What follows belongs to an exercise in optimizing a design on an open flow for small area, a short achievable clock period and few clock cycles per item; a production flow would make more cautious choices. At most, simulation tests tie the RTL to the original design; equivalence was not proved. Power and IR drop assume default switching activity.

## vcpu_decoder
module vcpu_decoder (
    input  wire        clk,
    input  wire        rst,         
    input  wire [63:0] in_data,
    input  wire [7:0]  in_oob,
    input  wire [3:0]  in_avail,
    output wire [3:0]  in_take,
    output reg         out_valid,
    output reg         out_ok,
    output reg  [2:0]  out_reason,
    output reg  [4:0]  out_len,
    output reg  [7:0]  out_op,
    output reg  [1:0]  out_size,
    output reg         out_dcr,
    output reg         out_scr,
    output reg  [3:0]  out_d_reg,
    output reg  [2:0]  out_d_mode,
    output wire [7:0]  out_d_xb,
    output reg  [63:0] out_d_val,
    output reg  [3:0]  out_s_reg,
    output reg  [2:0]  out_s_mode,
    output wire [7:0]  out_s_xb,
    output reg  [63:0] out_s_val
);
==> flow/config.mk <==
export PLATFORM = sky130hd
export DESIGN_NAME = vcpu_decoder
export DESIGN_NICKNAME = vcpu_decoder
export VERILOG_FILES = /design/flow/design.v
export SDC_FILE = /design/flow/constraint.sdc
export NUM_CORES = 4
export LEC_CHECK = 0
export ABC_AREA = 1
export CAP_MARGIN = 20
export CORE_MARGIN = 2
export CORE_UTILIZATION = 40
export SETUP_SLACK_MARGIN = 0.7
export SLEW_MARGIN = 20
==> flow/constraint.sdc <==
create_clock -name core_clock -period 5.0 [get_ports {clk}]
set_input_delay 1.0000 -clock core_clock [delete_from_list [all_inputs] [get_ports {clk}]]
set_output_delay 1.0000 -clock core_clock [all_outputs]
set_load 0.01 [all_outputs]
standard.sh (not shown) runs the stock make flow with config.mk's settings and CLKGATE_MAP_FILE= SYNTH_SCRIPT=/design/flow/synth_recipe.tcl, a recipe that flattens the netlist after the stock synthesis.
==> flow/flow/run.sh <==
#!/bin/bash
# The standard layout, with the smallest buffer (buf_1) on every input and
# output port in place of ORFS's default port buffer (clkdlybuf4s50_1); the
# resizer still upsizes any port buffer that timing or slew needs.
set -euo pipefail
export BUFFER_PORTS_ARGS="-buffer_cell sky130_fd_sc_hd__buf_1"
bash standard.sh > standard_flow.log 2>&1
The starting point produced a clean layout.
Testbench counts at the start, summed over its fixed seeds: cycles 19,091, insns 13,919.
Change:
SETUP_SLACK_MARGIN = 0.4   (was 0.7)
The changed run finished with timing, DRC and antenna clean.
Combinational power fell by about 5%.
Utilization fell by 1.8 points.
Power fell by about 0.9%.
Cell area fell by 3.6%.
Routed wire length fell by 1.8%.
Hold slack stays flat.
Setup slack gets worse by 0.15 ns.
Via count fell by about 0.8%.
Sequential cell count does not change.
Change:
GPL_TIMING_DRIVEN = 0   (was not set)
SETUP_SLACK_MARGIN = not set   (was 0.4)
After rerunning:
- setup slack degrades by 0.33 ns
- maximum frequency shrinks by about 7%
- clock power grows by about 3%
- wire length shrinks by about 2.4%
- clock skew stays flat
Change:
GPL_TIMING_DRIVEN = not set   (was 0)
Effect: Die area is unchanged. Maximum frequency is about the same. Critical path depth decreases by 1. Utilization is about the same. Area after synthesis is unchanged. Clock power shrinks by about 3%. Via count grows by 0.50%. Cell area hardly moves. Setup slack got worse by 0.014 ns. Global-route usage came out higher by 0.74 points. Final cell count falls by 0.34%.

* * *

## rev 12
Another version of the RTL of vcpu_decoder (not shown whole).
Size in the first run: about 1500 cells after synthesis, ~260 I/O pins, ~10000 um2 of cells after synthesis.
clock: 5.0 ns
lec_check: 0
abc_area: 1
cap_margin: 20
core_margin: 2
core_utilization: 40
setup_slack_margin: 1.5
slew_margin: 20
Scripts as last shown in full above: flow/flow/run.sh
For rev 13, these inputs were changed with respect to rev 12:
Settings: a change of SETUP_SLACK_MARGIN from 1.5 to 1.0.
Notes after the runs:
Going from rev 12 to rev 13, final period utilization now sits higher; first-pass GRT wire length up about 2.7%.
Post-cts gate resize count sits higher in rev 13 than in rev 12.
Diff rev 12 and rev 13: switching fraction of total power higher in rev 12
Power, rev 12 and rev 13: smaller value in rev 13
Re path depth of the worst reg2reg path: rev 12 and rev 13 aren't equal, and the higher value belongs to rev 13.
On area after synthesis, rev 13 tracks rev 12 almost exactly.
For the pin slew with the least headroom to its limit, rev 13 came in 0.12 ns higher than rev 12 did.
[rev 13] routed wire length rose about 2% relative to rev 12
No functional check of the RTL was part of any run of this note.

## what the ideal ports hide
No port has a modelled driver above. Below, the same layouts with a new extraction and two added sets of constraints. Step 1 assumes that a clkbuf_16 drives the clock port and a buf_2 every other input. Step 2 adds t to the input delays and takes it off the output delays; t is the mean of the earliest and latest rising clock arrival at the registers after step 1. Input paths then give back, and output paths get back, about the clock's delay inside the block. Slacks: no drivers / after step 1 / after step 2; pairs: no drivers / after step 1.
| run | t, ns | slack for setup (ns) | latest minus earliest clock arrival (ns) | worst slew at a driven data input, ns |
|---|---|---|---|---|
| the first run of note 1 | 0.490 | 0.740 / 0.698 / 0.462 | 0.021 / 0.021 | 0.09 |
| the second run of note 1 | 0.494 | 0.586 / 0.555 / 0.318 | 0.023 / 0.023 | 0.09 |
| the third run of note 1 | 0.502 | 0.259 / 0.234 / 0.131 | 0.023 / 0.023 | 0.09 |
| the fourth run of note 1 | 0.491 | 0.245 / 0.214 / 0.138 | 0.022 / 0.022 | 0.09 |
| rev 12 | 0.504 | 0.610 / 0.558 / 0.229 | 0.016 / 0.016 | 0.05 |
| rev 13 | 0.493 | 0.577 / 0.544 / 0.279 | 0.016 / 0.016 | 0.05 |
After both steps setup and hold are still met in every run listed. The setup slack of rev 12, which loses most, moves by -0.052 ns with the drivers and by -0.381 ns with both steps.
